What follows belongs to an exercise in optimizing a design on an open flow for small area, a short achievable clock period and few clock cycles; a production flow would make more cautious choices.
Function was checked by simulation only, so behaviour that the tests miss may differ from the original.
Power figures rest on the tool's default switching activity, not on a simulated workload.

==> flow/design.v <==
module autd3_cpu (
    input  wire        clk,
    input  wire        rst,
    input  wire        frame_valid,
    input  wire        tick_valid,
    output wire        evt_ready,
    output reg  [6:0]  hdr_addr,
    input  wire [7:0]  hdr_data,
    output reg  [7:0]  bulk_addr,
    input  wire [15:0] bulk_data,
    output reg         bus_valid,
    output reg         bus_we,
    output reg  [2:0]  bus_bank,
    output reg  [13:0] bus_addr,
    output reg  [15:0] bus_wdata,
    input  wire        bus_ready,
    input  wire [15:0] bus_rdata,
    input  wire [63:0] dc_now,
    input  wire [63:0] dc_next_start,
    input  wire [63:0] dc_period,
    output reg  [15:0] tx_ack
);
    localparam [63:0] SYNC_GUARD = 64'd200000;
    localparam [1:0] MODE_FULL       = 2'd0;
    localparam [1:0] MODE_PHASE_FULL = 2'd1;
    localparam [1:0] MODE_PHASE_HALF = 2'd2;
    reg s_idle;                 
    reg s_h0, s_h1, s_h2, s_h3;                       
    reg s_cdrv, s_creg;                               
    reg s_drv, s_mhead, s_mbyte, s_mseg, s_mend, s_mcyc, s_mflg;    
    reg s_sbdiv, s_pw, s_pseg, s_gw, s_gseg, s_ssend;               
    reg s_dly;                                        
    reg s_end;                                        
    reg s_trd, s_tcmp, s_tdec, s_twt, s_tinit, s_tinf, s_taw;       
    assign evt_ready = s_idle;
    reg c_clear, c_oper, c_point, c_gain, c_delay, c_vhi;
    reg        f_mb, f_me, f_sb, f_se;
    reg        info_req;
    reg [15:0] ack;             
    reg [7:0]  fpga_flags;
    reg [6:0]  nlen;            
    reg [1:0]  jc;
    reg [30:0] mod_cur;         
    reg [7:0]  mod_carry;
    reg        mod_pending;
    reg [26:0] seq_cur;         
    reg [1:0]  seq_mode;
    reg        seq_pending;
    reg        which;
    reg [63:0] sync_n;
    reg [63:0] now_s;
    reg [1:0]  c_g, c_p;
    reg [7:0]  per_r;
    reg [2:0]  kc;
    reg        tcar;
    wire sf      = ~bus_valid | bus_ready;           
    wire rd_done = bus_valid & ~bus_we & bus_ready;
    wire [6:0] ha_inc = hdr_addr + 7'd1;
    wire [7:0] ba_inc = bulk_addr + 8'd1;
    wire       t_last = (bulk_addr == 8'd248);
    wire [1:0] gain_last = (seq_mode == MODE_PHASE_FULL) ? 2'd1 :
                           (seq_mode == MODE_PHASE_HALF) ? 2'd3 : 2'd0;
    wire       g_last    = (jc == gain_last);
    reg  [3:0]  nib;
    reg  [15:0] gain_word;
    always @* begin
        case (jc)
            2'd0: nib = bulk_data[3:0];
            2'd1: nib = bulk_data[7:4];
            2'd2: nib = bulk_data[11:8];
            default: nib = bulk_data[15:12];
        endcase
        case (seq_mode)
            MODE_PHASE_FULL: gain_word = {8'hFF, jc[0] ? bulk_data[15:8] : bulk_data[7:0]};
            MODE_PHASE_HALF: gain_word = {8'hFF, nib, nib};
            default:         gain_word = bulk_data;
        endcase
    end
    wire [6:0] mlen_end  = (hdr_data > 8'd123) ? 7'd127 : (hdr_data[6:0] + 7'd4);
    wire [6:0] point_len = (bulk_data > 16'd61) ? 7'd61 : bulk_data[6:0];
    wire [30:0] mod_inc = mod_cur + 31'd1;
    wire [26:0] seq_inc = seq_cur + 27'd1;
    wire        m_wrap  = (mod_cur[14:0] == 15'h7FFF);
    wire        m_last  = (hdr_addr == nlen);
    wire        p_k3    = (bulk_addr[1:0] == 2'd3);
    wire        p_wrap  = (seq_cur[10:0] == 11'h7FF);
    wire        p_last  = (bulk_addr[7:2] == nlen[5:0]);
    wire        g_wrap  = (seq_cur[5:0] == 6'h3F);
    wire        n_zero  = (nlen == 7'd0);
    wire        cr_last = (bulk_addr[2:0] == 3'd5);
    reg [7:0] guard_b;
    reg [7:0] per_nx;           
    always @* begin
        case (kc)
            3'd0: begin guard_b = SYNC_GUARD[7:0];   per_nx = dc_period[15:8];  end
            3'd1: begin guard_b = SYNC_GUARD[15:8];  per_nx = dc_period[23:16]; end
            3'd2: begin guard_b = SYNC_GUARD[23:16]; per_nx = dc_period[31:24]; end
            3'd3: begin guard_b = SYNC_GUARD[31:24]; per_nx = dc_period[39:32]; end
            3'd4: begin guard_b = SYNC_GUARD[39:32]; per_nx = dc_period[47:40]; end
            3'd5: begin guard_b = SYNC_GUARD[47:40]; per_nx = dc_period[55:48]; end
            3'd6: begin guard_b = SYNC_GUARD[55:48]; per_nx = dc_period[63:56]; end
            default: begin guard_b = SYNC_GUARD[63:56]; per_nx = dc_period[7:0]; end
        endcase
    end
    wire [9:0] g_sum = {2'b00, now_s[7:0]} + {2'b00, ~sync_n[7:0]} + {2'b00, ~guard_b} + {8'd0, c_g};
    wire [9:0] p_sum = {2'b00, now_s[7:0]} + {2'b00, ~sync_n[7:0]} + {2'b00, ~per_r} + {8'd0, c_p};
    wire [8:0] tsum  = {1'b0, sync_n[7:0]} + {1'b0, per_r} + {8'd0, tcar};
    wire [1:0] kw    = kc[1:0];
    wire rep      = (hdr_data == ack[15:8]);
    wire tick_go  = ~frame_valid & tick_valid;
    wire pend     = mod_pending | seq_pending;
    wire cmd_clear = (hdr_data == 8'h00);
    wire cmd_12    = (hdr_data == 8'h01) | (hdr_data == 8'h02);
    wire cmd_34    = (hdr_data == 8'h03) | (hdr_data == 8'h04);
    wire cmd_oper  = (hdr_data == 8'h05);
    wire cmd_point = (hdr_data == 8'h06);
    wire cmd_gain  = (hdr_data == 8'h07);
    wire cmd_delay = (hdr_data == 8'h08);
    wire h2_rd     = s_h2 & (cmd_34 | (info_req & ~cmd_12));
    wire g3       = s_h3 & sf;
    wire c_none   = ~(c_clear | c_oper | c_point | c_gain | c_delay);
    wire d_clr    = g3 & c_clear;
    wire d_drv    = g3 & c_oper & ~hdr_data[4];
    wire d_mh     = g3 & c_oper & hdr_data[4];
    wire d_sbo    = g3 & (c_point | c_gain) & f_sb;
    wire d_gw     = g3 & c_gain & ~f_sb;
    wire d_pw     = g3 & c_point & ~f_sb & ~n_zero;
    wire d_ptail  = g3 & c_point & ~f_sb & n_zero;
    wire d_dly    = g3 & c_delay;
    wire d_idle   = g3 & c_none;
    wire cd_go    = s_cdrv & sf;
    wire cd_done  = cd_go & t_last;
    wire cr_go    = s_creg & sf;
    wire cr_done  = cr_go & cr_last;
    wire dr_go    = s_drv & sf;
    wire dr_done  = dr_go & t_last;
    wire mh_exit  = s_mhead & (~f_mb | sf);
    wire mh_empty = (hdr_addr == 7'd4) ? (hdr_data == 8'd0) : (nlen == 7'd4);
    wire mb_adv   = s_mbyte & (~mod_cur[0] | sf);
    wire ms_go    = s_mseg & sf;
    wire me_go    = s_mend & sf;
    wire me_car   = me_go & f_me & mod_cur[0];
    wire me_cyc   = me_go & f_me & ~mod_cur[0];
    wire me_flg   = me_go & ~f_me;
    wire mc_go    = s_mcyc & sf;
    wire mf_go    = s_mflg & sf;
    wire sd_go    = s_sbdiv & sf;
    wire sd_pw    = sd_go & c_point & ~n_zero;
    wire pw_go    = s_pw & sf;
    wire pw_rec   = pw_go & p_k3;
    wire ps_go    = s_pseg & sf;
    wire gw_go    = s_gw & sf;
    wire gw_slot  = gw_go & t_last;
    wire gs_go    = s_gseg & sf;
    wire ss_go    = s_ssend & sf;
    wire dl_go    = s_dly & sf;
    wire dl_done  = dl_go & t_last;
    wire en_go    = s_end & sf;
    wire tail_go  = d_ptail | (sd_go & ~sd_pw) | (pw_rec & ~p_wrap & p_last) | (ps_go & p_last) |
                    (gw_slot & ~g_wrap & g_last) | (gs_go & g_last);
    wire redo     = (c_g != 2'd2) | (c_p == 2'd2);
    wire tw_lo    = ((s_twt & ~kc[0]) | (s_tdec & ~redo)) & sf;
    wire tw_go    = s_twt & kc[0] & sf;         
    wire tw_done  = tw_go & (kc == 3'd7);
    wire ti_go    = s_tinit & sf;
    wire tf_go    = s_tinf & sf;
    wire aw_done  = s_taw & rd_done & (bus_addr[1:0] == 2'd0) & ~bus_rdata[{3'b100, which}];
    wire aw_rd    = s_taw & sf & ~aw_done;
    wire aw_next  = aw_done & ~which & seq_pending;
    wire w_drive  = d_clr | d_drv | cd_go | dr_go;            
    wire w_delay  = d_dly | dl_go;                            
    wire w_mod    = (mb_adv & mod_cur[0]) | me_car;           
    wire w_gain   = d_gw | gw_go;                             
    wire w_point  = pw_go;                                    
    wire w_moff   = (d_mh & f_mb) | (s_mhead & f_mb & sf) | ms_go;    
    wire w_mcyc   = me_cyc | mc_go;                           
    wire w_ctrl   = me_flg | mf_go | ti_go | aw_rd;           
    wire w_soff   = d_sbo | ps_go | gs_go;                    
    wire w_sdiv   = sd_go;
    wire w_scyc   = ss_go;
    wire w_sync   = tw_go;
    wire w_creg   = cr_go;
    wire r_info   = (h2_rd & ~cmd_34) | tf_go;
    wire r_ver    = h2_rd & cmd_34;
    wire issue    = w_drive | w_delay | w_mod | w_gain | w_point | w_moff | w_mcyc | w_ctrl |
                    w_soff | w_sdiv | w_scyc | w_sync | w_creg | r_info | r_ver;
    wire is_rd    = r_info | r_ver | aw_rd;
    reg [2:0] clr_off;
    always @* begin
        case (bulk_addr[2:0])
            3'd0:    clr_off = 3'd3;    
            3'd1:    clr_off = 3'd4;    
            3'd2:    clr_off = 3'd5;    
            3'd3:    clr_off = 3'd6;    
            3'd4:    clr_off = 3'd7;    
            default: clr_off = 3'd0;    
        endcase
    end
    wire [2:0] nx_bank = {w_delay, w_drive | w_gain | w_point, w_mod | w_gain | w_point};
    wire [13:0] nx_addr =
        ({14{w_drive | w_delay}} & {6'd0, bulk_addr}) |
        ({14{w_mod}}             & mod_cur[14:1]) |
        ({14{w_gain}}            & {seq_cur[5:0], bulk_addr}) |
        ({14{w_point}}           & {1'b0, seq_cur[10:0], bulk_addr[1:0]}) |
        ({14{w_moff}}            & 14'h0003) |
        ({14{w_mcyc}}            & 14'h0004) |
        ({14{w_soff}}            & 14'h0005) |
        ({14{w_scyc}}            & 14'h0006) |
        ({14{w_sdiv}}            & 14'h0007) |
        ({14{w_sync}}            & {10'd0, 1'b1, which, kc[2:1]}) |
        ({14{w_creg}}            & {11'd0, clr_off}) |
        ({14{r_info}}            & 14'h0001) |
        ({14{r_ver}}             & 14'h0002);
    wire [15:0] nx_wdata =
        ({16{d_drv | dr_go | w_delay | sd_go | pw_go}} & bulk_data) |
        ({16{w_gain}}                & gain_word) |
        ({16{mb_adv}}                & {hdr_data, mod_carry}) |
        ({16{me_car}}                & {8'h00, mod_carry}) |
        ({16{ms_go}}                 & {1'b0, mod_cur[30:15]}) |
        ({16{w_mcyc}}                & mod_cur[15:0]) |
        ({16{me_flg | mf_go}}        & {8'h00, hdr_data}) |
        ({16{ps_go}}                 & seq_cur[26:11]) |
        ({16{gs_go}}                 & seq_cur[21:6]) |
        ({16{ss_go}}                 & seq_cur[15:0]) |
        ({16{tw_go}}                 & {tsum[7:0], bus_wdata[7:0]}) |
        ({16{tw_lo}}                 & {8'h00, tsum[7:0]}) |
        ({16{ti_go}}                 & {6'd0, which, ~which, fpga_flags}) |
        ({16{cr_go & cr_last}}       & 16'h0004);
    wire ha_set2 = s_h0 & ~rep;
    wire ha_set3 = s_h1;
    wire ha_set1 = s_h2 | (mh_exit & mh_empty) | (dr_done & ~f_mb & (nlen == 7'd4)) | (mb_adv & ~m_wrap & m_last) | (ms_go & m_last);
    wire ha_set4 = d_drv | d_mh;
    wire ha_set5 = (s_drv | s_mhead) & (hdr_addr == 7'd4) & ~(mh_exit & mh_empty);
    wire ha_inc1 = (mb_adv & ~m_wrap & ~m_last) | (ms_go & ~m_last);
    wire ha_zero = d_idle | en_go;
    wire ha_ld   = ha_set1 | ha_set2 | ha_set3 | ha_set4 | ha_set5 | ha_inc1 | ha_zero;
    wire [6:0] nx_ha = ({7{ha_set1}} & 7'd1) | ({7{ha_set2}} & 7'd2) | ({7{ha_set3}} & 7'd3) |
                       ({7{ha_set4}} & 7'd4) | ({7{ha_set5}} & 7'd5) | ({7{ha_inc1}} & ha_inc);
    wire ba_set1 = d_clr | d_drv | d_dly | d_sbo | d_gw;
    wire ba_set4 = d_pw | sd_pw;
    wire ba_inc1 = (cd_go & ~t_last) | (cr_go & ~cr_last) | (dr_go & ~t_last) | (dl_go & ~t_last) |
                   (gw_go & ~t_last) | (pw_go & ~(p_k3 & (p_wrap | p_last))) | (ps_go & ~p_last);
    wire ba_zero = cd_done | cr_done | dr_done | dl_done | gw_slot | (sd_go & ~sd_pw) |
                   (pw_rec & ~p_wrap & p_last) | (ps_go & p_last) | ss_go | en_go;
    wire ba_ld   = ba_set1 | ba_set4 | ba_inc1 | ba_zero;
    wire [7:0] nx_ba = ({8{ba_set1}} & 8'd1) | ({8{ba_set4}} & 8'd4) | ({8{ba_inc1}} & ba_inc);
    always @(posedge clk) begin
        if (rst) begin
            s_idle <= 1'b0; s_h0 <= 1'b0; s_h1 <= 1'b0; s_h2 <= 1'b0; s_h3 <= 1'b0;
            s_cdrv <= 1'b1; s_creg <= 1'b0;
            s_drv <= 1'b0; s_mhead <= 1'b0; s_mbyte <= 1'b0; s_mseg <= 1'b0;
            s_mend <= 1'b0; s_mcyc <= 1'b0; s_mflg <= 1'b0;
            s_sbdiv <= 1'b0; s_pw <= 1'b0; s_pseg <= 1'b0; s_gw <= 1'b0; s_gseg <= 1'b0;
            s_ssend <= 1'b0; s_dly <= 1'b0; s_end <= 1'b0;
            s_trd <= 1'b0; s_tcmp <= 1'b0; s_tdec <= 1'b0; s_twt <= 1'b0;
            s_tinit <= 1'b0; s_tinf <= 1'b0; s_taw <= 1'b0;
        end else begin
            s_idle  <= (s_idle & ~frame_valid & ~(tick_go & pend)) | (s_h0 & rep) | d_idle | en_go |
                       (aw_done & ~aw_next);
            s_h0    <= s_idle & frame_valid;
            s_h1    <= s_h0 & ~rep;
            s_h2    <= s_h1;
            s_h3    <= s_h2 | (s_h3 & ~sf);
            s_cdrv  <= d_clr | (s_cdrv & ~cd_done);
            s_creg  <= cd_done | (s_creg & ~cr_done);
            s_drv   <= d_drv | (s_drv & ~dr_done);
            s_mhead <= d_mh | (dr_done & f_mb) | (s_mhead & ~mh_exit);
            s_mbyte <= (dr_done & ~f_mb & (nlen != 7'd4)) | (mh_exit & ~mh_empty) |
                       (s_mbyte & ~(mb_adv & (m_wrap | m_last))) | (ms_go & ~m_last);
            s_mseg  <= (mb_adv & m_wrap) | (s_mseg & ~sf);
            s_mend  <= (dr_done & ~f_mb & (nlen == 7'd4)) | (mh_exit & mh_empty) |
                       (mb_adv & ~m_wrap & m_last) | (ms_go & m_last) | (s_mend & ~sf);
            s_mcyc  <= me_car | (s_mcyc & ~sf);
            s_mflg  <= me_cyc | mc_go | (s_mflg & ~sf);
            s_sbdiv <= d_sbo | (s_sbdiv & ~sf);
            s_pw    <= d_pw | sd_pw | (s_pw & ~(pw_rec & (p_wrap | p_last))) | (ps_go & ~p_last);
            s_pseg  <= (pw_rec & p_wrap) | (s_pseg & ~sf);
            s_gw    <= d_gw | (s_gw & ~(gw_slot & (g_wrap | g_last))) | (gs_go & ~g_last);
            s_gseg  <= (gw_slot & g_wrap) | (s_gseg & ~sf);
            s_ssend <= (tail_go & f_se) | (s_ssend & ~sf);
            s_dly   <= d_dly | (s_dly & ~dl_done);
            s_end   <= (tail_go & ~f_se) | cr_done | me_flg | mf_go | ss_go | dl_done | (s_end & ~sf);
            s_trd   <= (s_idle & ~frame_valid & tick_go & pend) | aw_next;
            s_tcmp  <= s_trd | (s_tcmp & (kc != 3'd7)) | (s_tdec & redo);
            s_tdec  <= s_tcmp & (kc == 3'd7);
            s_twt   <= (s_tdec & ~redo) | (s_twt & ~tw_done);
            s_tinit <= tw_done | (s_tinit & ~sf);
            s_tinf  <= (ti_go & info_req) | (s_tinf & ~sf);
            s_taw   <= (ti_go & ~info_req) | tf_go | (s_taw & ~aw_done);
        end
    end
    always @(posedge clk) begin
        if (rst) begin
            bus_valid <= 1'b0;
        end else begin
            bus_valid <= issue | (bus_valid & ~bus_ready);
        end
        if (issue | tw_lo) begin      
            bus_we    <= ~is_rd;
            bus_bank  <= nx_bank;
            bus_addr  <= nx_addr;
            bus_wdata <= nx_wdata;
        end
    end
    always @(posedge clk) begin
        if (rst) begin
            hdr_addr  <= 7'd0;
            bulk_addr <= 8'd0;
        end else begin
            if (ha_ld | ha_zero) hdr_addr  <= nx_ha;
            if (ba_ld)           bulk_addr <= nx_ba;
        end
    end
    always @(posedge clk) begin
        if (s_h1) begin
            f_mb <= hdr_data[0];
            f_me <= hdr_data[1];
            f_sb <= hdr_data[2];
            f_se <= hdr_data[3];
        end else if (d_mh | (s_mhead & sf)) begin
            f_mb <= 1'b0;
        end
        if (s_h2) begin
            c_clear <= cmd_clear;
            c_oper  <= cmd_oper;
            c_point <= cmd_point;
            c_gain  <= cmd_gain;
            c_delay <= cmd_delay;
            c_vhi   <= (hdr_data == 8'h04);
        end
        if (s_h2 | ((s_drv | s_mhead) & (hdr_addr == 7'd4)))
            nlen <= s_h2 ? point_len : mlen_end;
        if (mb_adv & ~mod_cur[0])
            mod_carry <= hdr_data;
        if (s_idle & ~frame_valid & tick_go) which <= ~mod_pending;
        else if (aw_next)                    which <= 1'b1;
        if (rst) begin
            ack         <= 16'd0;
            tx_ack      <= 16'd0;
            info_req    <= 1'b0;
            fpga_flags  <= 8'h04;
            mod_cur     <= 31'd0;
            mod_pending <= 1'b0;
            seq_cur     <= 27'd0;
            seq_mode    <= MODE_FULL;
            seq_pending <= 1'b0;
            jc          <= 2'd0;
        end else begin
            if (s_h0) ack[15:8] <= hdr_data;      
            if (s_h1)
                ack[7:0] <= 8'h00;
            else if (s_h2 & cmd_12)
                ack[7:0] <= hdr_data[0] ? 8'h07 : 8'h01;
            else if (rd_done & (bus_addr[1:0] == 2'd1))
                ack[7:0] <= bus_rdata[7:0];
            else if (rd_done & (bus_addr[1:0] == 2'd2))
                ack[7:0] <= c_vhi ? bus_rdata[15:8] : bus_rdata[7:0];
            if (s_h1) info_req <= hdr_data[5];
            if ((s_idle & ~frame_valid & tick_go & ~pend) | (aw_done & ~aw_next))
                tx_ack <= ack;
            if (d_clr) begin
                fpga_flags  <= 8'h04;
                seq_mode    <= MODE_FULL;
            end else begin
                if (me_flg | mf_go) fpga_flags <= hdr_data;
                if (g3 & c_gain & f_sb) begin
                    if (bulk_data == 16'd1)      seq_mode <= MODE_PHASE_FULL;
                    else if (bulk_data == 16'd2) seq_mode <= MODE_PHASE_HALF;
                    else                         seq_mode <= MODE_FULL;
                end
            end
            if (d_clr | (d_mh & f_mb) | (d_drv & f_mb)) mod_cur <= 31'd0;
            else if (mb_adv)                            mod_cur <= mod_inc;
            if (d_clr | d_sbo)                          seq_cur <= 27'd0;
            else if (pw_rec | gw_slot)                  seq_cur <= seq_inc;
            if (d_clr)                                  mod_pending <= 1'b0;
            else if (w_mcyc)                            mod_pending <= 1'b1;
            else if (aw_done & ~which)                  mod_pending <= 1'b0;
            if (d_clr)                                  seq_pending <= 1'b0;
            else if (ss_go)                             seq_pending <= 1'b1;
            else if (aw_done & which)                   seq_pending <= 1'b0;
            if ((gw_slot & ~g_wrap & g_last) | (gs_go & g_last)) jc <= 2'd0;
            else if ((gw_slot & ~g_wrap) | gs_go)                jc <= jc + 2'd1;
        end
    end
    always @(posedge clk) begin
        if (s_trd | (s_tdec & redo)) now_s <= dc_now;
        else                         now_s <= {8'd0, now_s[63:8]};
        if (s_trd | (s_tdec & redo)) begin
            if (s_trd | (c_g == 2'd2)) sync_n <= dc_next_start;
            per_r <= dc_period[7:0];
            c_g   <= 2'd2;
            c_p   <= 2'd2;
            kc    <= 3'd0;
        end else if (s_tcmp | tw_lo | tw_go) begin
            sync_n <= {sync_n[7:0], sync_n[63:8]};
            per_r  <= per_nx;
            kc     <= kc + 3'd1;
        end
        if (s_tcmp) begin
            c_g <= g_sum[9:8];
            c_p <= p_sum[9:8];
        end
        if (s_trd | (s_tdec & redo)) tcar <= 1'b0;
        else if (tw_lo | tw_go)      tcar <= tsum[8];
    end
endmodule
==> flow/flow/run.sh <==
#!/bin/bash
# Standard layout, with the port buffers made from sky130_fd_sc_hd__buf_1
# instead of the delay cell buffer_ports picks by default, and timing repair
# aiming at a setup slack of 5.8 ns.
set -euo pipefail
bash standard.sh "BUFFER_PORTS_ARGS=-buffer_cell sky130_fd_sc_hd__buf_1" SETUP_SLACK_MARGIN=5.8 finish > standard_flow.log 2>&1
==> flow/standard.sh <==
#!/bin/bash
# synth_recipe.tcl (not shown) runs the flow's synth.tcl, then flattens the netlist and writes it again
# the make line also repeats each setting of config.mk as NAME=value (left out here)
make -C /OpenROAD-flow-scripts/flow DESIGN_CONFIG=/design/flow/config.mk WORK_HOME=/design/flow/orfs CLKGATE_MAP_FILE= SYNTH_SCRIPT=/design/flow/synth_recipe.tcl "${@:-finish}"
==> flow/config.mk <==
export PLATFORM = sky130hd
export DESIGN_NAME = autd3_cpu
export DESIGN_NICKNAME = autd3_cpu
export VERILOG_FILES = /design/flow/design.v
export SDC_FILE = /design/flow/constraint.sdc
export NUM_CORES = 4
export LEC_CHECK = 0
export CAP_MARGIN = 20
export CORE_MARGIN = 2
export CORE_UTILIZATION = 55
export CTS_BUF_LIST = sky130_fd_sc_hd__clkbuf_8
export CTS_CLUSTER_SIZE = 25
export PLACE_DENSITY = 0.65
export SETUP_SLACK_MARGIN = 5
export SLEW_MARGIN = 20
==> flow/constraint.sdc <==
create_clock -name core_clock -period 9.0 [get_ports {clk}]
set_input_delay 1.8000 -clock core_clock [delete_from_list [all_inputs] [get_ports {clk}]]
set_output_delay 1.8000 -clock core_clock [all_outputs]
set_load 0.01 [all_outputs]
==> reports/metrics.csv, run 1 <==
stage;metric;value;unit
outcome;status;timing/DRC/antenna clean;
hold_path;min-delay worst type;flip-flop to flip-flop;
final_layout;Util after Layout;66.4;%
sta;Slew headroom;28.0;%
synthesis;Seq cells post-synth;354;
synthesis;post-synthesis sequential area ratio;46.9;%
floorplanning;Starting Density;55.7;%
synthesis;mapped cell area;18000;um2
critical_path;Worst Reg-to-Reg Cells;16;
place;hpwl dp;40600;um
synthesis;number of synthesized flops with an enable pin;136;
clock_tree;Max Root-Sink Buffers;3;
critical_path;CP Capture Type;flip-flop;
critical_path;crit path max fanout;3;
critical_path;Worst setup SP type;flip-flop;
place;Placer Congestion;0.961;
final_layout;area occupied by multi-input gates;9440;um2
routing;DR vias;16583;
final_layout;Sequential cell area;8460;um2
synthesis;Post-Syn Instances;2021;
grt;GR Overflow Total;0;
floorplanning;I/O Pins;304;
clock_tree;Clock transition at path regs;60;ps
final_layout;fin nets;2631;
routing;Routed WL per cell;20.4;um
synthesis;Avg Cell Area, Syn;8.92;um2
final_layout;layout cells sized above 1;10.3;%
clock_tree;CTS tree;built;
place;Post-Place Cells;2668;
grt;global-route wire length before repair;85500;um
sta;Slew Limit Fails;0;
critical_path;reg2reg start;sync_n[0];
critical_path;CP Launch Point;sync_n[0];
routing;Routed Wire Length;57400;um
grt;number of global-route vias before repair;15382;
sta;Setup Viol. Count Final;0;
synthesis;ys flop type;dfxtp_1;
power_and_ir_drop;static leakage;8.44;nW
clock_tree;clk latency of the worst-skew pair;680;ps
sta;Clock Skews;51.6;ps
power_and_ir_drop;Peak VDD IR;0.128;mV
clock_tree;cts bufs inserted;58;
power_and_ir_drop;combinational share of power;8.7;%
sta;Worst Tran Pin Value;1070;ps
floorplanning;Core Footprint;32400;um2
place;port bufs;303;
power_and_ir_drop;sequential share of power;50.1;%
hold_path;hold_sp;now_s[39];
clock_tree;root buffer cell;clkbuf_8;
routing;Vias/cell;5.89;
critical_path;Required @ worst endpoint;9410;ps
grt;largest net degree at the start of global routing;97;
routing;ANT nets after route;0;
floorplanning;row cnt;66;
sta;fin crit share;36.3;%
routing;drt first pass iters;8;
final_layout;Post-Layout Cell Count;2816;
sta;fmax;0.306;GHz
routing;Iter 0 DRT Violations;1837;
power_and_ir_drop;PwrDens;158;nW/um2
critical_path;CP Class;flip-flop to flip-flop;
clock_tree;number of H-tree levels;2;
critical_path;CP endpoint;c_g[1];
floorplanning;die height;185;um
floorplanning;Die W;185;um
floorplanning;Die ar.;34200;um2
power_and_ir_drop;clock share of power;41.2;%
grt;All-Layer GR Usage;32.6;%
sta;RSZ-0062 raised after global routing;true;
critical_path;WP data arrival;3680;ps
sta;min Tclk post-route;3270;ps
critical_path;R2R setup slack;5730;ps
power_and_ir_drop;Switching Fraction;25.6;%
synthesis;syn nets;2328;
job;Max-Cap Viols;0;
power_and_ir_drop;Switch Pwr;868;uW
synthesis;Synth cell types;81;
grt;antenna violations before repair;3;
routing;DRC;0;
clock_tree;clock sink total;354;
synthesis;Synth warnings;1;
sta;Final Hold Viols;0;
sta;Final TNS setup;0;ps
final_layout;Fillers;2824;
power_and_ir_drop;P_int;2.52;mW
final_layout;Area Growth Syn to Fin;19.3;%
critical_path;Reg-to-Reg End;c_g[1];
synthesis;async set-reset flop share out of synthesis;0;%
layer usage:
metal | vias up | routed length [um] | track usage, % | part of all wire (%)
met2 | 828 | 26600 | 52.9 | 46
met3 | 201 | 5010 | 5.82 | 8.7
met4 | 4 | 2990 | 16.7 | 5.2
li1 | 7796 | - | - | -
met5 | - | 24 | 0 | 0.042
met1 | 7754 | 22800 | 41.7 | 40
cell usage in the layout (no fill, tap or decap), types with 13 or more instances in the layout:
cell	synthesis	routed
nand2_1	444	442
o21ai_0	62	53
ha_1	65	56
inv_1	79	99
dfxtp_1	218	211
xor2_1	50	48
nand4_1	30	30
a31oi_1	16	16
a22o_1	13	13
nand3_1	56	54
and3_1	20	17
edfxtp_1	136	136
nor2b_1	20	19
nor2_1	182	179
and2_1	15	14
nor3_1	17	15
a21o_1	14	13
a221oi_1	17	13
buf_4	0	37
xnor2_1	45	42
clkbuf_8	0	73
buf_1	8	296
a21oi_1	107	99
a222oi_1	38	38
a22oi_1	35	34
mux2i_1	45	45
metrics by stage:
step | hold slack [ps] | power (mW) | setup slack, ps | cell area, um2
global route | 428 | 3.51 | 5560 | 21500
detailed placement | 397 | 2.00 | 4420 | 19600
finish | 412 | 3.39 | 5730 | 21500
floorplan | 392 | 1.87 | 5080 | 18200
global placement | 394 | 1.99 | 4520 | 19600
CTS | 415 | 3.39 | 5730 | 21100
power by group through the flow:
stage	sequential, mW	combinational, mW	clock [mW]
floorplan	1.73	0.146	0
global placement	1.73	0.263	0
detailed placement	1.73	0.265	0
CTS	1.70	0.276	1.42
global route	1.70	0.319	1.49
finish	1.70	0.295	1.40
logic make-up after synthesis:
logic type | Yosys count | synth area share (%)
simple gates | 867 | 21.5
mux | 46 | 2.56
compound gates | 396 | 15.2
xor+xnor | 95 | 4.62
buf+inv | 193 | 4.15
fa+ha+maj | 70 | 5.07
flops | 354 | 46.9
flip-flops by register name, summed over array words and instances, names as in the netlist, 2 cells and up:
register and count:
jc 2, bus_addr 14, bus_bank 3, fpga_flags 8, hdr_addr 7, mod_cur 31, sync_n 64, c_g 2
c_p 2, bus_wdata 16, ack 16, nlen 7, bulk_addr 8, seq_cur 27, kc 3, seq_mode 2
per_r 8, tx_ack 16, now_s 64, mod_carry 8
cells in the mapped netlist (35+ instances only):
master	number	area [um2]
a21oi_1	107	536
a222oi_1	38	380
a22oi_1	35	263
clkbuf_1	91	342
dfxtp_1	218	4360
edfxtp_1	136	4080
ha_1	65	813
inv_1	79	297
mux2i_1	45	450
nand2_1	444	1670
nand3_1	56	280
nor2_1	182	683
o21ai_0	62	310
xnor2_1	45	394
xor2_1	50	438
worst max-delay path: stages (launching register included):
cell      delay, ps
edfxtp_1        410
inv_2           120
ha_4            150
inv_2            30
fa_2            340
nor2b_1         120
o21ai_1          70
nand2b_1        120
buf_6           130
xor2_4          220
inv_2            70
ha_4            210
and3_4          140
a21oi_2          90
o21ai_1          70
o41a_1          430
a211o_1         310
area by class of cell:
class / instances / area share (%)
Multi-Input combinational cell: 1481 / 43.9
Sequential cell: 354 / 39.3
Timing Repair Buffer: 349 / 7.36
Clock buffer: 73 / 4.67
Tap cell: 442 / 2.57
Inverter: 80 / 1.40
Clock inverter: 36 / 0.751
Antenna cell: 1 / 0.0116
timing repair:
item                                    in CTS  in global routing
hold buffers                                 0                  0
pin swaps                                   24                 24
gates cloned                                 3                  6
endpoints found under the setup margin     201                191
setup buffers                               14                 15
gates resized for setup                     60                 32
worst min-delay path by stage:
| stage | slack (ps) | to | cells after the start |
|---|---|---|---|
| after CTS | 410 | now_s[36] | 2 |
| after global placement | 390 | now_s[13] | 2 |
| after floorplan | 390 | now_s[0] | 2 |
| after global routing | 430 | now_s[48] | 2 |
| final | 410 | now_s[31] | 2 |
| after detailed placement | 400 | now_s[36] | 2 |
Testbench counts, summed over its fixed seeds: cycles 64,513.
==> run 2, diff against run 1 <==
--- a/flow/config.mk
+++ b/flow/config.mk
@@ -8,8 +8,8 @@
 export CAP_MARGIN = 20
 export CORE_MARGIN = 2
-export CORE_UTILIZATION = 55
+export CORE_UTILIZATION = 60
 export CTS_BUF_LIST = sky130_fd_sc_hd__clkbuf_8
 export CTS_CLUSTER_SIZE = 25
-export PLACE_DENSITY = 0.65
+export PLACE_DENSITY = 0.72
 export SETUP_SLACK_MARGIN = 5
 export SLEW_MARGIN = 20
==> run 2 against run 1 <==
Critical endpoint unchanged; clock skew is 8.3 ps higher; synthesized cell count unchanged; largest cell class unchanged; register-to-register slack worse by 20 ps; combinational power is essentially flat; clock power down 5%.
==> reports/metrics.csv, run 2 <==
stage;metric;value;unit;change
clock_tree;hold_buf cts;0;;unchanged
floorplanning;Starting Density;60.8;%;+5.1 points
routing;Iter 0 DRT Violations;2126;;+16%
sta;fmax;0.304;GHz;-0.64%
synthesis;post-synthesis sequential area ratio;46.9;%;unchanged
critical_path;CP Launch Point;kc[0];;
routing;DR vias;16773;;+1.1%
routing;Routed Wire Length;56400;um;-1.7%
clock_tree;number of H-tree levels;2;;unchanged
sta;Slew headroom;33.2;%;+5.2 points
place;hpwl dp;39700;um;-2.3%
synthesis;Post-Syn Instances;2021;;unchanged
final_layout;fin nets;2633;;+0.076%
synthesis;Seq cells post-synth;354;;unchanged
critical_path;CP Capture Type;flip-flop;;
critical_path;Required @ worst endpoint;9350;ps;-60 ps
sta;Slew Limit Fails;0;;unchanged
sta;Setup Viol. Count Final;0;;unchanged
final_layout;# diodes;0;;-1
floorplanning;row cnt;63;;-4.5%
clock_tree;root buffer cell;clkbuf_8;;
outcome;status;timing/DRC/antenna clean;;
synthesis;top cells by area, synth;dfxtp_1 24%, edfxtp_1 23%, nand2_1 9.2%;;
floorplanning;I/O Pins;304;;unchanged
sta;Clock Skews;59.9;ps;+8.27 ps
routing;DRC;0;;unchanged
synthesis;async set-reset flop share out of synthesis;0;%;unchanged
synthesis;number of synthesized flops with an enable pin;136;;unchanged
critical_path;R2R setup slack;5710;ps;-20 ps
routing;Vias/cell;6.07;;+3.2%
critical_path;crit path max fanout;16;;+13
synthesis;ys flop type;dfxtp_1;;
clock_tree;CTS tree;built;;
power_and_ir_drop;static leakage;8.43;nW;-0.14%
power_and_ir_drop;power after layout;3.33;mW;-2.0%
floorplanning;Die ar.;31400;um2;-8.2%
grt;largest net degree at the start of global routing;114;;+18%
floorplanning;Die W;177;um;-4.2%
hold_path;min-delay worst type;flip-flop to flip-flop;;
final_layout;largest registers;now_s x64, sync_n x64, mod_cur x31;;
final_layout;Fillers;2296;;-19%
critical_path;CP endpoint;c_g[1];;
synthesis;most frequent cells after synthesis;444 x nand2_1, 218 x dfxtp_1, 182 x nor2_1;;
critical_path;Worst Reg-to-Reg Cells;8;;-8
synthesis;mapped cell area;18000;um2;unchanged
sta;Final Hold Viols;0;;unchanged
final_layout;commonest cells after routing, fill and taps aside;442 x nand2_1, 296 x buf_1, 214 x dfxtp_1;;
grt;antenna violations before repair;0;;-3
synthesis;syn nets;2328;;unchanged
final_layout;Util after Layout;72.5;%;+6.1 points
clock_tree;clock sink total;354;;unchanged
synthesis;Synth area leader;dfxtp_1;;
sta;fin crit share;36.5;%;+0.23 points
clock_tree;Max Root-Sink Buffers;3;;unchanged
final_layout;design area;21500;um2;about the same
floorplanning;die height;177;um;-4.2%
floorplanning;Core Footprint;29600;um2;-8.4%
critical_path;CP Class;flip-flop to flip-flop;;
clock_tree;Clock transition at path regs;60;ps;about the same
sta;Final TNS setup;0;ps;unchanged
sta;Worst Tran Pin Value;1000;ps;-69.2 ps
critical_path;reg2reg start;kc[0];;
synthesis;post-synth top area share;24.2;%;unchanged
grt;GR Overflow Total;0;;unchanged
final_layout;commonest non-fill, non-tap cell in the layout;nand2_1;;
place;port bufs;303;;unchanged
clock_tree;cts bufs inserted;56;;-3.4%
critical_path;WP data arrival;3640;ps;-40 ps
synthesis;Synth warnings;1;;unchanged
grt;global-route wire length before repair;85800;um;+0.40%
synthesis;Synth cell types;81;;unchanged
routing;Routed WL per cell;20.4;um;+0.22%
place;Placer Congestion;0.938;;-2.3%
power_and_ir_drop;Peak VDD IR;0.112;mV;-12%
sta;hold slack;372;ps;-40.0 ps
synthesis;count leader, synth;nand2_1;;
routing;ANT nets after route;0;;unchanged
grt;number of global-route vias before repair;15959;;+3.8%
routing;drt first pass iters;12;;+4
sta;RSZ-0062 raised after global routing;true;;
critical_path;Reg-to-Reg End;c_g[1];;
place;Area after DPL;19500;um2;-0.45%
final_layout;Area Growth Syn to Fin;19.2;%;about the same
final_layout;layout cells sized above 1;10.1;%;-0.20 points
grt;All-Layer GR Usage;35.1;%;+2.5 points
power_and_ir_drop;PwrDens;155;nW/um2;-1.9%
job;Max-Cap Viols;0;;unchanged
sta;min Tclk post-route;3290;ps;+21.0 ps
synthesis;Avg Cell Area, Syn;8.92;um2;unchanged
critical_path;Worst setup SP type;flip-flop;;
clock_tree;clk latency of the worst-skew pair;630;ps;-50 ps
run 2: worst min path at each step:
stage              start         to  depth (start not counted)
4_1_cts        now_s[16]   now_s[8]                          2
2_1_floorplan   now_s[8]   now_s[0]                          2
6_report       now_s[16]   now_s[8]                          2
3_3_place_gp   now_s[27]  now_s[19]                          2
5_1_grt        now_s[16]   now_s[8]                          2
3_5_place_dp   now_s[40]  now_s[32]                          2
run 2: per-layer routing:
layer | global-route usage (%) | share of wire [%] | wire length (um)
met1 | 42.5 | 38 | 21400
met2 | 58.3 | 47 | 26600
met3 | 7.69 | 9.4 | 5300
met4 | 18.8 | 5.5 | 3120
met5 | 0 | 0 | 0
run 2: cell type report:
class	count	area, um2	share of cell area, %
Inverter	80	300	1.40
Sequential cell	354	8450	39.3
Multi-Input combinational cell	1482	9490	44.2
Timing Repair Buffer	352	1650	7.70
Clock inverter	38	203	0.943
Tap cell	390	488	2.27
Clock buffer	65	895	4.16
run 2: power breakdown:
part | internal, mW | switching (mW)
sequential | 1.68 | 0.0218
clock | 0.689 | 0.639
combinational | 0.118 | 0.180
run 2: critical path: stages, from the launching register on:
cell and delay, ps:
dfxtp_1 450, inv_1 150, ha_1 720, nor2b_1 450, inv_1 150, ha_4 180, ha_1 190, o41a_1 470
a211o_1 280
run 2: logic make-up after synthesis:
group                      share of synthesized area (%)
and+or+nand+nor                                     21.5
AOI/OAI and AO/OA                                   15.2
DFF                                                 46.9
buffers and inverters                               4.15
xor gates and xnor gates                            4.62
adders and majority gates                           5.07
muxes                                               2.56
run 2: metrics by stage:
step,setup WS [ps],instances
after CTS,5680,2752
after floorplan,5080,2021
after global routing,5580,2761
after global placement,4550,2613
after detailed placement,4400,2613
final,5710,2761
run 2: what timing repair did:
| action | 4_1_cts | 5_1_grt |
|---|---|---|
| gates resized for setup | 57 | 40 |
| setup buffers | 28 | 6 |
| pin swaps | 24 | 12 |
| hold endpoints to repair | 0 | 0 |
| setup endpoints to repair | 209 | 108 |
| gates cloned | 8 | 2 |
==> run 3, diff against run 2 <==
--- a/flow/config.mk
+++ b/flow/config.mk
@@ -8,8 +8,8 @@
 export CAP_MARGIN = 20
 export CORE_MARGIN = 2
-export CORE_UTILIZATION = 60
+export CORE_UTILIZATION = 55
 export CTS_BUF_LIST = sky130_fd_sc_hd__clkbuf_8
-export CTS_CLUSTER_SIZE = 25
-export PLACE_DENSITY = 0.72
+export CTS_CLUSTER_SIZE = 18
+export PLACE_DENSITY = 0.7
 export SETUP_SLACK_MARGIN = 5
 export SLEW_MARGIN = 20
==> run 3 against run 2 <==
Largest cell class unchanged; highest routed layer unchanged; worst hold slack improved by 35 ps; synthesized area did not move; first-iteration DRC count fell by 21%; non-clock buffer count fell by 8; still clean; critical path type unchanged.
==> reports/metrics.csv, run 3 <==
stage;metric;value;unit;change
routing;ANT nets after route;0;;unchanged
critical_path;Worst setup SP type;flip-flop;;
synthesis;count leader, synth;nand2_1;;
grt;antenna violations before repair;0;;unchanged
grt;number of global-route vias before repair;15515;;-2.8%
place;port bufs;303;;unchanged
routing;DRC;0;;unchanged
sta;hold slack;407;ps;+34.8 ps
synthesis;async set-reset flop share out of synthesis;0;%;unchanged
place;Post-Place Cells;2665;;+2.0%
floorplanning;I/O Pins;304;;unchanged
clock_tree;CTS tree;built;;
synthesis;most frequent cells after synthesis;444 x nand2_1, 218 x dfxtp_1, 182 x nor2_1;;
outcome;status;timing/DRC/antenna clean;;
grt;All-Layer GR Usage;31.5;%;-3.6 points
sta;Worst Tran Pin Value;1080;ps;+79.7 ps
sta;Slew Limit Fails;0;;unchanged
routing;DR vias;16625;;-0.88%
power_and_ir_drop;PwrDens;160;nW/um2;+3.3%
sta;Setup Viol. Count Final;0;;unchanged
synthesis;Post-Syn Instances;2021;;unchanged
final_layout;# diodes;0;;unchanged
clock_tree;cts bufs inserted;59;;+5.4%
routing;Routed Wire Length;55100;um;-2.3%
floorplanning;row cnt;66;;+4.8%
clock_tree;clk latency of the worst-skew pair;670;ps;+40 ps
synthesis;Synth warnings;1;;unchanged
routing;drt first pass iters;8;;-4
grt;largest net degree at the start of global routing;118;;+3.5%
synthesis;syn nets;2328;;unchanged
routing;Iter 0 DRT Violations;1677;;-21%
synthesis;top cells by area, synth;dfxtp_1 24%, edfxtp_1 23%, nand2_1 9.2%;;
floorplanning;Die ar.;34200;um2;+8.9%
synthesis;Avg Cell Area, Syn;8.92;um2;unchanged
sta;Final TNS setup;0;ps;unchanged
final_layout;layout cells sized above 1;10.1;%;-0.034 points
floorplanning;Core Footprint;32400;um2;+9.2%
floorplanning;Starting Density;55.7;%;-5.1 points
floorplanning;die height;185;um;+4.3%
clock_tree;Clock transition at path regs;60;ps;about the same
final_layout;fin nets;2627;;-0.23%
power_and_ir_drop;Peak VDD IR;0.130;mV;+16%
place;hpwl dp;39200;um;-1.3%
grt;global-route wire length before repair;83700;um;-2.4%
synthesis;Synth cell types;81;;unchanged
critical_path;CP Class;flip-flop to flip-flop;;
final_layout;Post-Layout Cell Count;2811;;+1.8%
sta;fin crit share;36.3;%;-0.28 points
final_layout;commonest cells after routing, fill and taps aside;442 x nand2_1, 296 x buf_1, 211 x dfxtp_1;;
final_layout;commonest non-fill, non-tap cell in the layout;nand2_1;;
sta;fmax;0.307;GHz;+0.78%
grt;GR Overflow Total;0;;unchanged
sta;Clock Skews;55.9;ps;-3.97 ps
clock_tree;root buffer cell;clkbuf_8;;
place;Placer Congestion;0.950;;+1.2%
power_and_ir_drop;power after layout;3.43;mW;+3.2%
synthesis;post-synth top area share;24.2;%;unchanged
synthesis;Seq cells post-synth;354;;unchanged
job;Max-Cap Viols;0;;unchanged
routing;Routed WL per cell;19.6;um;-4.1%
sta;min Tclk post-route;3260;ps;-25.6 ps
sta;Slew headroom;28.0;%;-5.2 points
sta;RSZ-0062 raised after global routing;true;;
synthesis;mapped cell area;18000;um2;unchanged
synthesis;post-synthesis sequential area ratio;46.9;%;unchanged
hold_path;min-delay worst type;flip-flop to flip-flop;;
synthesis;number of synthesized flops with an enable pin;136;;unchanged
critical_path;crit path max fanout;3;;-13
routing;Vias/cell;5.91;;-2.6%
clock_tree;clock sink total;354;;unchanged
clock_tree;number of H-tree levels;2;;unchanged
final_layout;largest registers;now_s x64, sync_n x64, mod_cur x31;;
power_and_ir_drop;static leakage;8.41;nW;-0.23%
sta;Final Hold Viols;0;;unchanged
final_layout;Area Growth Syn to Fin;19.1;%;
synthesis;Synth area leader;dfxtp_1;;
critical_path;WP data arrival;3640;ps;about the same
critical_path;Required @ worst endpoint;9380;ps;+30 ps
clock_tree;Max Root-Sink Buffers;3;;unchanged
synthesis;ys flop type;dfxtp_1;;
critical_path;CP Capture Type;flip-flop;;
final_layout;Util after Layout;66.3;%;-6.2 points
floorplanning;Die W;185;um;+4.3%
==> run 3: cell counts after synthesis <==
Identical to the previous run, type by type.
==> run 3: kinds of logic after synthesis <==
family	count (synthesis)	share of synthesized area, %
mux	46	2.56
simple gates	867	21.5
buf+inv	193	4.15
xor+xnor	95	4.62
compound gates	396	15.2
fa+ha+maj	70	5.07
flops	354	46.9
==> run 3: worst max-delay path, cell delays in order, from the launching register on <==
cell      delay [ps]
edfxtp_1         400
inv_2            100
ha_4             140
inv_2             30
fa_2             340
nor2b_2          110
o21ai_1           60
nand2b_1         130
xor2_2           210
inv_1             70
ha_1             320
and3_4           180
a21oi_2           90
o21ai_1           90
o41a_1           430
a211o_1          300
==> run 3: final timing paths <==
path	slack (ps)	start	end	depth (start not counted)
worst min-delay path	410	now_s[62]	now_s[54]	2
worst min register to register	410	now_s[62]	now_s[54]	2
worst max-delay path	5740	sync_n[0]	c_g[1]	15
worst max register to register	5740	sync_n[0]	c_g[1]	15
==> run 3: report_power, final <==
| part | total [mW] | switching (mW) | internal, mW | leakage, nW |
|---|---|---|---|---|
| Combinational | 0.274 | 0.164 | 0.110 | 4.65 |
| Sequential | 1.70 | 0.0227 | 1.68 | 3.06 |
| Clock | 1.46 | 0.653 | 0.803 | 0.703 |
| Total | 3.43 | 0.840 | 2.59 | 8.41 |
==> run 3: per-stage QoR <==
| step | worst slack [ps] | area, um2 |
|---|---|---|
| CTS | 5760 | 21200 |
| floorplan | 5080 | 18200 |
| detailed placement | 4310 | 19500 |
| global placement | 4440 | 19500 |
| global route | 5600 | 21500 |
| finish | 5740 | 21500 |
==> run 3: timing repair <==
| item | CTS | global route |
|---|---|---|
| endpoints found under the setup margin | 226 | 116 |
| hold buffers | 0 | 0 |
| setup buffers | 21 | 6 |
| gates cloned | 5 | 3 |
| pin swaps | 17 | 18 |
| gates resized for setup | 56 | 33 |
==> run 3: per-layer routing <==
| metal | up-vias | routed length (um) | global-route usage, % | part of all wire, % |
|---|---|---|---|---|
| li1 | 7784 | - | - | - |
| met1 | 7779 | 21200 | 38.9 | 39 |
| met2 | 854 | 26100 | 51.8 | 47 |
| met3 | 208 | 4700 | 6.06 | 8.5 |
| met4 | 0 | 3050 | 17.6 | 5.5 |
| met5 | - | 0 | 0 | 0 |
==> run 3: final cells by class <==
cell class,instances,area [um2]
sequential,354,8460
fill,2750,10900
clock inverter,42,283
timing repair buffer,344,1510
tap,442,553
inverter,80,300
multi-input combinational,1481,9420
clock buffer,68,936
==> run 4, diff against run 3 <==
--- a/flow/config.mk
+++ b/flow/config.mk
@@ -10,5 +10,5 @@
 export CORE_UTILIZATION = 55
 export CTS_BUF_LIST = sky130_fd_sc_hd__clkbuf_8
-export CTS_CLUSTER_SIZE = 18
+export CTS_CLUSTER_SIZE = 32
 export PLACE_DENSITY = 0.7
 export SETUP_SLACK_MARGIN = 5
==> run 4 against run 3 <==
Still clean on timing, DRC and antenna; count of clock-buffer cells in the layout stayed put; sequential share of layout area stayed put; register-to-register slack hardly changed; non-clock buffer count stayed put; combinational power hardly changed; via count stayed put; worst setup slack stayed put; maximum frequency stayed put; sequential power hardly changed; largest cell class unchanged; highest routed layer unchanged.
==> reports/metrics.csv, run 4 <==
stage;metric;value;unit;change
outcome;status;timing/DRC/antenna clean;;
floorplanning;row cnt;66;;unchanged
final_layout;Fillers;2750;;unchanged
floorplanning;Core Footprint;32400;um2;unchanged
synthesis;async set-reset flop share out of synthesis;0;%;unchanged
place;Post-Place Cells;2665;;unchanged
clock_tree;CTS tree;built;;
critical_path;CP Class;flip-flop to flip-flop;;
sta;Setup Viol. Count Final;0;;unchanged
final_layout;fin nets;2627;;unchanged
floorplanning;Starting Density;55.7;%;unchanged
power_and_ir_drop;sequential share of power;49.6;%;about the same
job;Max-Cap Viols;0;;unchanged
critical_path;Required @ worst endpoint;9380;ps;about the same
sta;min Tclk post-route;3260;ps;unchanged
power_and_ir_drop;combinational share of power;8.0;%;about the same
floorplanning;Die ar.;34200;um2;unchanged
synthesis;Post-Syn Instances;2021;;unchanged
synthesis;post-synthesis sequential area ratio;46.9;%;unchanged
hold_path;min-delay worst type;flip-flop to flip-flop;;
power_and_ir_drop;Switching Fraction;24.5;%;unchanged
synthesis;count leader, synth;nand2_1;;
power_and_ir_drop;Peak VDD IR;0.130;mV;unchanged
sta;Final Hold Viols;0;;unchanged
clock_tree;hold_buf cts;0;;unchanged
clock_tree;cts bufs inserted;59;;unchanged
synthesis;Synth area leader;dfxtp_1;;
synthesis;mapped cell area;18000;um2;unchanged
sta;Slew Limit Fails;0;;unchanged
synthesis;number of synthesized flops with an enable pin;136;;unchanged
critical_path;count of buffer and inverter cells on the critical path;3;;unchanged
final_layout;commonest non-fill, non-tap cell in the layout;nand2_1;;
power_and_ir_drop;static leakage;8.41;nW;unchanged
place;pre-CTS WS;4310;ps;unchanged
floorplanning;Die W;185;um;unchanged
critical_path;Largest stage delay, worst path;430;ps;about the same
clock_tree;clk latency of the worst-skew pair;670;ps;about the same
routing;Iter 0 DRT Violations;1677;;unchanged
routing;Routed Wire Length;55100;um;unchanged
synthesis;Seq cells post-synth;354;;unchanged
critical_path;crit path max fanout;3;;unchanged
critical_path;WP data arrival;3640;ps;about the same
final_layout;Area Growth Syn to Fin;19.1;%;unchanged
place;Placer Congestion;0.950;;unchanged
grt;number of global-route vias before repair;15515;;unchanged
sta;Final TNS setup;0;ps;unchanged
sta;Worst Tran Pin Value;1080;ps;unchanged
power_and_ir_drop;clock share of power;42.5;%;about the same
routing;DRC;0;;unchanged
sta;RSZ-0062 raised after global routing;true;;
synthesis;ys flop type;dfxtp_1;;
synthesis;Avg Cell Area, Syn;8.92;um2;unchanged
grt;largest net degree at the start of global routing;118;;unchanged
critical_path;CP Capture Type;flip-flop;;
synthesis;post-synth top area share;24.2;%;unchanged
synthesis;syn nets;2328;;unchanged
final_layout;largest registers;now_s x64, sync_n x64, mod_cur x31;;
place;port bufs;303;;unchanged
clock_tree;clock sink total;354;;unchanged
grt;global-route wire length before repair;83700;um;unchanged
clock_tree;Clock transition at path regs;60;ps;about the same
clock_tree;root buffer cell;clkbuf_8;;
routing;ANT nets after route;0;;unchanged
critical_path;cell breakdown of the critical path;inv_2 > ha_4 > inv_2 > fa_2 > nor2b_2 > o21ai_1 > nand2b_1 > xor2_2 > inv_1 > ha_1 > and3_4 > a21oi_2 > o21ai_1 > o41a_1 > a211o_1;;
grt;GR Overflow Total;0;;unchanged
sta;fmax;0.307;GHz;unchanged
sta;PnR worst setup slack;5740;ps;unchanged
critical_path;cell family with most CP delay;compound AO/OA/AOI/OAI gates;;
final_layout;design area;21500;um2;unchanged
critical_path;slowest CP cell;o41a_1;;
power_and_ir_drop;PwrDens;160;nW/um2;unchanged
floorplanning;I/O Pins;304;;unchanged
floorplanning;die height;185;um;unchanged
final_layout;# diodes;0;;unchanged
sta;fin crit share;36.3;%;unchanged
final_layout;layout cells sized above 1;10.1;%;unchanged
sta;Slew headroom;28.0;%;unchanged
final_layout;Post-Layout Cell Count;2811;;unchanged
routing;drt first pass iters;8;;unchanged
routing;DR vias;16625;;unchanged
clock_tree;number of H-tree levels;2;;unchanged
grt;antenna violations before repair;0;;unchanged
synthesis;most frequent cells after synthesis;444 x nand2_1, 218 x dfxtp_1, 182 x nor2_1;;
synthesis;top cells by area, synth;dfxtp_1 24%, edfxtp_1 23%, nand2_1 9.2%;;
synthesis;Synth cell types;81;;unchanged
synthesis;Synth warnings;1;;unchanged
routing;Vias/cell;5.91;;unchanged
routing;Routed WL per cell;19.6;um;unchanged
critical_path;Worst setup SP type;flip-flop;;
clock_tree;Max Root-Sink Buffers;3;;unchanged
final_layout;commonest cells after routing, fill and taps aside;442 x nand2_1, 296 x buf_1, 211 x dfxtp_1;;
sta;hold slack;407;ps;unchanged
grt;All-Layer GR Usage;31.5;%;unchanged
place;hpwl dp;39200;um;unchanged
power_and_ir_drop;Switch Pwr;840;uW;unchanged
place;Area after DPL;19500;um2;unchanged
power_and_ir_drop;P_int;2.59;mW;unchanged
sta;Clock Skews;55.9;ps;unchanged
==> run 4: cell counts after synthesis <==
Identical to the previous run, type by type.
==> run 4: path summary, 6_finish.rpt <==
check            start        end  slack [ps]  cells after the start
max reg2reg  sync_n[0]     c_g[1]        5740                     15
min reg2reg  now_s[62]  now_s[54]         410                      2
min          now_s[62]  now_s[54]         410                      2
max          sync_n[0]     c_g[1]        5740                     15
==> run 4: worst register-to-register path, delay by kind of cell (launching register included) <==
| kind | cells | cell delay [ps] |
|---|---|---|
| buffers and inverters | 3 | 200 |
| AND/OR/NAND/NOR | 3 | 420 |
| flip-flops | 1 | 400 |
| adder cells (fa/ha/maj) | 3 | 800 |
| XOR/XNOR | 1 | 210 |
| AO/OA/AOI/OAI | 5 | 990 |
==> run 4: layout make-up <==
type / count / area [um2] / area share, %
clock buffers: 68 / 936 / 4.36
clock inverters: 42 / 283 / 1.32
inverters: 80 / 300 / 1.40
multi-input cells: 1481 / 9420 / 43.9
flip-flops and latches: 354 / 8460 / 39.4
well taps: 442 / 553 / 2.58
repair buffers: 344 / 1510 / 7.05
==> run 4: timing repair <==
action | in CTS | in global routing
endpoints found under the setup margin | 226 | 116
cloned | 5 | 3
resized for setup | 56 | 33
pin swaps | 17 | 18
setup buffers | 21 | 6
==> run 4: cells by family (layout without fill, tap and decap cells) <==
| family | Yosys count | after routing | synth area share (%) |
|---|---|---|---|
| flops | 354 | 354 | 46.9 |
| simple gates | 867 | 874 | 21.5 |
| buf+inv | 193 | 534 | 4.15 |
| fa+ha+maj | 70 | 70 | 5.07 |
| xor+xnor | 95 | 95 | 4.62 |
| mux | 46 | 46 | 2.56 |
| compound gates | 396 | 396 | 15.2 |
==> run 4: per-layer routing <==
| layer | GRT usage, % | share of wire, % | vias up |
|---|---|---|---|
| met5 | 0 | 0 | - |
| met4 | 17.6 | 5.5 | 0 |
| met3 | 6.06 | 8.5 | 208 |
| met2 | 51.8 | 47 | 854 |
| met1 | 38.9 | 39 | 7779 |
| li1 | - | - | 7784 |
==> run 4: power groups by stage <==
stage | Sequential (mW) | Clock, mW | Combinational [mW]
after floorplan | 1.73 | 0 | 0.146
after global placement | 1.73 | 0 | 0.244
after detailed placement | 1.73 | 0 | 0.248
after CTS | 1.70 | 1.48 | 0.263
after global routing | 1.70 | 1.55 | 0.297
final | 1.70 | 1.46 | 0.274
==> run 4: stage by stage <==
step	util [%]	total power, mW
after floorplan	-	1.87
final	66.3	3.43
after global placement	60.4	1.98
after global routing	66.3	3.55
after detailed placement	60.4	1.98
after CTS	65.5	3.44
==> run 5, diff against run 4 <==
==> flow/flow/run.sh (replaced) <==
#!/bin/bash
# Standard layout, with the port buffers made from sky130_fd_sc_hd__buf_1
# instead of the delay cell buffer_ports picks by default, and timing repair
# aiming at a setup slack of 5.85 ns.
set -euo pipefail
bash standard.sh "BUFFER_PORTS_ARGS=-buffer_cell sky130_fd_sc_hd__buf_1" SETUP_SLACK_MARGIN=5.85 finish > standard_flow.log 2>&1
--- a/flow/config.mk
+++ b/flow/config.mk
@@ -10,5 +10,5 @@
 export CORE_UTILIZATION = 55
 export CTS_BUF_LIST = sky130_fd_sc_hd__clkbuf_8
-export CTS_CLUSTER_SIZE = 32
+export CTS_CLUSTER_SIZE = 25
 export PLACE_DENSITY = 0.7
 export SETUP_SLACK_MARGIN = 5
==> run 5 against run 4 <==
The layout now fails its checks (capacitance limit, slew limit); clock power is 3% higher; worst hold slack worse by 0.99 ps; largest cell class unchanged; non-clock buffer count is 16 higher; largest power group unchanged; synthesized area stayed put.
==> reports/metrics.csv, run 5 <==
stage;metric;value;unit;change
sta;Clock Skews;38.8;ps;-17.1 ps
final_layout;Fillers;2739;;-0.40%
clock_tree;clock sink total;354;;unchanged
critical_path;Worst setup SP type;input pin;;
place;port bufs;303;;unchanged
final_layout;commonest non-fill, non-tap cell in the layout;nand2_1;;
synthesis;post-synthesis xor/xnor area fraction;4.62;%;unchanged
routing;Vias/cell;5.94;;+0.36%
power_and_ir_drop;power after layout;3.49;mW;+1.7%
clock_tree;root buffer cell;clkbuf_8;;
grt;largest net degree at the start of global routing;95;;-19%
synthesis;most frequent cells after synthesis;444 x nand2_1, 218 x dfxtp_1, 182 x nor2_1;;
power_and_ir_drop;static leakage;8.55;nW;+1.7%
place;hpwl dp;39600;um;+1.2%
final_layout;fin nets;2644;;+0.65%
final_layout;Util after Layout;67.2;%;+0.95 points
critical_path;crit path max fanout;7;;+4
synthesis;async set-reset flop share out of synthesis;0;%;unchanged
sta;Final TNS setup;0;ps;unchanged
sta;fmax;0.306;GHz;-0.32%
power_and_ir_drop;Peak VDD IR;0.110;mV;-15%
floorplanning;die height;185;um;unchanged
routing;DRC;0;;unchanged
job;Max-Cap Viols;1;;+1
power_and_ir_drop;PwrDens;160;nW/um2;+0.24%
synthesis;Synth warnings;1;;unchanged
grt;number of global-route vias before repair;15584;;+0.44%
synthesis;adder and majority gate portion of the synthesized area;5.07;%;unchanged
floorplanning;Die ar.;34200;um2;unchanged
grt;global-route wire length before repair;84800;um;+1.2%
critical_path;CP Class;input pin to flip-flop;;
clock_tree;cts bufs inserted;59;;unchanged
critical_path;CP Capture Type;flip-flop;;
synthesis;number of synthesized flops with an enable pin;136;;unchanged
synthesis;largest family of logic cells by synthesized area;simple AND/OR/NAND/NOR gates;;
sta;RSZ-0062 raised after global routing;true;;
synthesis;Avg Cell Area, Syn;8.92;um2;unchanged
sta;Setup Viol. Count Final;0;;unchanged
floorplanning;I/O Pins;304;;unchanged
routing;Routed Wire Length;56600;um;+2.7%
sta;Worst Tran Pin Value;1500;ps;+422 ps
routing;Routed WL per cell;20.0;um;+2.1%
routing;Iter 0 DRT Violations;2098;;+25%
floorplanning;Starting Density;55.7;%;unchanged
sta;Final Hold Viols;0;;unchanged
hold_path;min-delay worst type;flip-flop to flip-flop;;
synthesis;ys flop type;dfxtp_1;;
routing;DR vias;16785;;+0.96%
synthesis;Seq cells post-synth;354;;unchanged
routing;ANT nets after route;0;;unchanged
sta;fin crit share;36.4;%;+0.12 points
sta;Slew headroom;-0.104;%;-28 points
final_layout;largest registers;now_s x64, sync_n x64, mod_cur x31;;
hold_path;WHS Path Cells;2;;unchanged
final_layout;layout cells sized above 1;11.5;%;+1.4 points
grt;antenna violations before repair;1;;+1
critical_path;Required @ worst endpoint;9290;ps;-90 ps
synthesis;mux cell area share after synthesis;2.56;%;unchanged
synthesis;Synth cell types;81;;unchanged
synthesis;count leader, synth;nand2_1;;
critical_path;WP data arrival;3560;ps;-80 ps
place;Placer Congestion;0.960;;+1.1%
floorplanning;row cnt;66;;unchanged
grt;All-Layer GR Usage;31.8;%;+0.28 points
clock_tree;clk latency of the worst-skew pair;650;ps;-20 ps
clock_tree;Max Root-Sink Buffers;3;;unchanged
outcome;SO Viols;capacitance limit, slew limit;;
clock_tree;Clock transition at path regs;60;ps;about the same
synthesis;syn nets;2328;;unchanged
clock_tree;CTS tree;built;;
sta;min Tclk post-route;3270;ps;+10.4 ps
synthesis;compound-cell area share of the yosys netlist;15.2;%;unchanged
synthesis;top cells by area, synth;dfxtp_1 24%, edfxtp_1 23%, nand2_1 9.2%;;
floorplanning;Die W;185;um;unchanged
synthesis;post-synthesis sequential area ratio;46.9;%;unchanged
sta;Slew Limit Fails;9;;+9
synthesis;Synth Area in Simple Gates;21.5;%;unchanged
final_layout;# diodes;0;;unchanged
critical_path;Worst Reg-to-Reg Cells;15;;unchanged
synthesis;Post-Syn Instances;2021;;unchanged
routing;drt first pass iters;10;;+2
synthesis;Synth area leader;dfxtp_1;;
clock_tree;number of H-tree levels;2;;unchanged
grt;GR Overflow Total;0;;unchanged
final_layout;commonest cells after routing, fill and taps aside;442 x nand2_1, 295 x buf_1, 211 x dfxtp_1;;
final_layout;Area Growth Syn to Fin;20.8;%;
clock_tree;hold_buf cts;0;;unchanged
synthesis;mapped cell area;18000;um2;unchanged
synthesis;post-synth top area share;24.2;%;unchanged
outcome;status;finished with violations;;
sta;hold slack;406;ps;-0.992 ps
floorplanning;Core Footprint;32400;um2;unchanged
## run 5: cell counts after synthesis
No cell type changed its count.
## run 5: kinds of logic after synthesis
| family | count (synthesis) |
|---|---|
| simple gates | 867 |
| compound gates | 396 |
| flops | 354 |
| buf+inv | 193 |
| xor+xnor | 95 |
| fa+ha+maj | 70 |
| mux | 46 |
## run 5: final cells by class
class                      count  area, um2  share of cell area, %
clock buffer                  73       1000                   4.62
timing repair buffer         360       1690                   7.77
clock inverter                37        250                   1.15
tap                          442        553                   2.54
inverter                      80        300                   1.38
multi-input combinational   1482       9510                   43.7
sequential                   354       8460                   38.9
## run 5: worst paths after layout
| check | to | start | slack [ps] |
|---|---|---|---|
| worst max-delay path | bus_wdata[12] | hdr_data[4] | 5730 |
| worst min-delay path | now_s[40] | now_s[48] | 410 |
| worst max register to register | c_p[1] | sync_n[0] | 5750 |
| worst min register to register | now_s[40] | now_s[48] | 410 |
## run 5: metal layers
layer	track usage, %	vias to the layer above	wire length (um)
met1	39.7	7848	21800
met2	52.4	890	26600
met3	6.96	214	5240
met4	15.0	2	2920
li1	-	7831	-
met5	0	-	10
## run 5: worst max-delay path: stages
cell and delay, ps:
buf_6 90, buf_8 130, nor4_4 320, nand3b_1 140, a32oi_2 300, and3_4 230, and4_4 300, buf_12 150
nand2_8 90
## run 5: report_power, final
| part | internal, mW | total (mW) | switching [mW] |
|---|---|---|---|
| clock | 0.821 | 1.50 | 0.679 |
| sequential | 1.68 | 1.70 | 0.0233 |
| combinational | 0.117 | 0.287 | 0.170 |
| total | 2.62 | 3.49 | 0.872 |
## run 5: stage by stage
step / instance area (um2) / std cells / setup WS (ps)
after floorplan: 18300 / 2021 / 5080
after CTS: 21300 / 2808 / 5790
final: 21800 / 2828 / 5730
after global routing: 21800 / 2828 / 5610
after global placement: 19600 / 2664 / 4410
after detailed placement: 19600 / 2664 / 4270
## run 5: what timing repair did
| item | CTS | global route |
|---|---|---|
| pin swaps | 21 | 11 |
| gates resized for setup | 69 | 48 |
| gates cloned | 6 | 3 |
| setup buffers | 28 | 17 |
| endpoints found under the setup margin | 237 | 152 |
| endpoints found under the hold margin | 0 | 0 |

==> re-timing with driven ports <==
The results above use ideal ports. As a check the final layouts listed here were re-extracted and re-timed, cells and wires unchanged. Step 1 sets driving cells, clkbuf_16 on the clock port and buf_2 on the other inputs (assumed; they add their load-dependent delay and slew). Step 2 adds t to the input delays and takes it off the output delays; t is the mean of the earliest and latest rising clock arrival at the registers after step 1. Input paths then give back, and output paths get back, about the clock's delay inside the block. a / b / c = ideal / step 1 / step 2; a / b = the first two.
| run | t, ns | setup WS [ns] | worst setup path after step 2 |
|---|---|---|---|
| run 1 | 0.709 | 5.733 / 5.733 / 5.073 | input to register |
| run 2 | 0.647 | 5.712 / 5.712 / 5.105 | input to register |
| run 3 | 0.695 | 5.737 / 5.737 / 5.166 | input to register |
| run 4 | 0.695 | 5.737 / 5.737 / 5.166 | input to register |
| run 5 | 0.677 | 5.727 / 5.743 / 5.066 | input to register |
The setup slack of run 5, which loses most, moves by +0.016 ns with the drivers and by -0.661 ns with both steps.
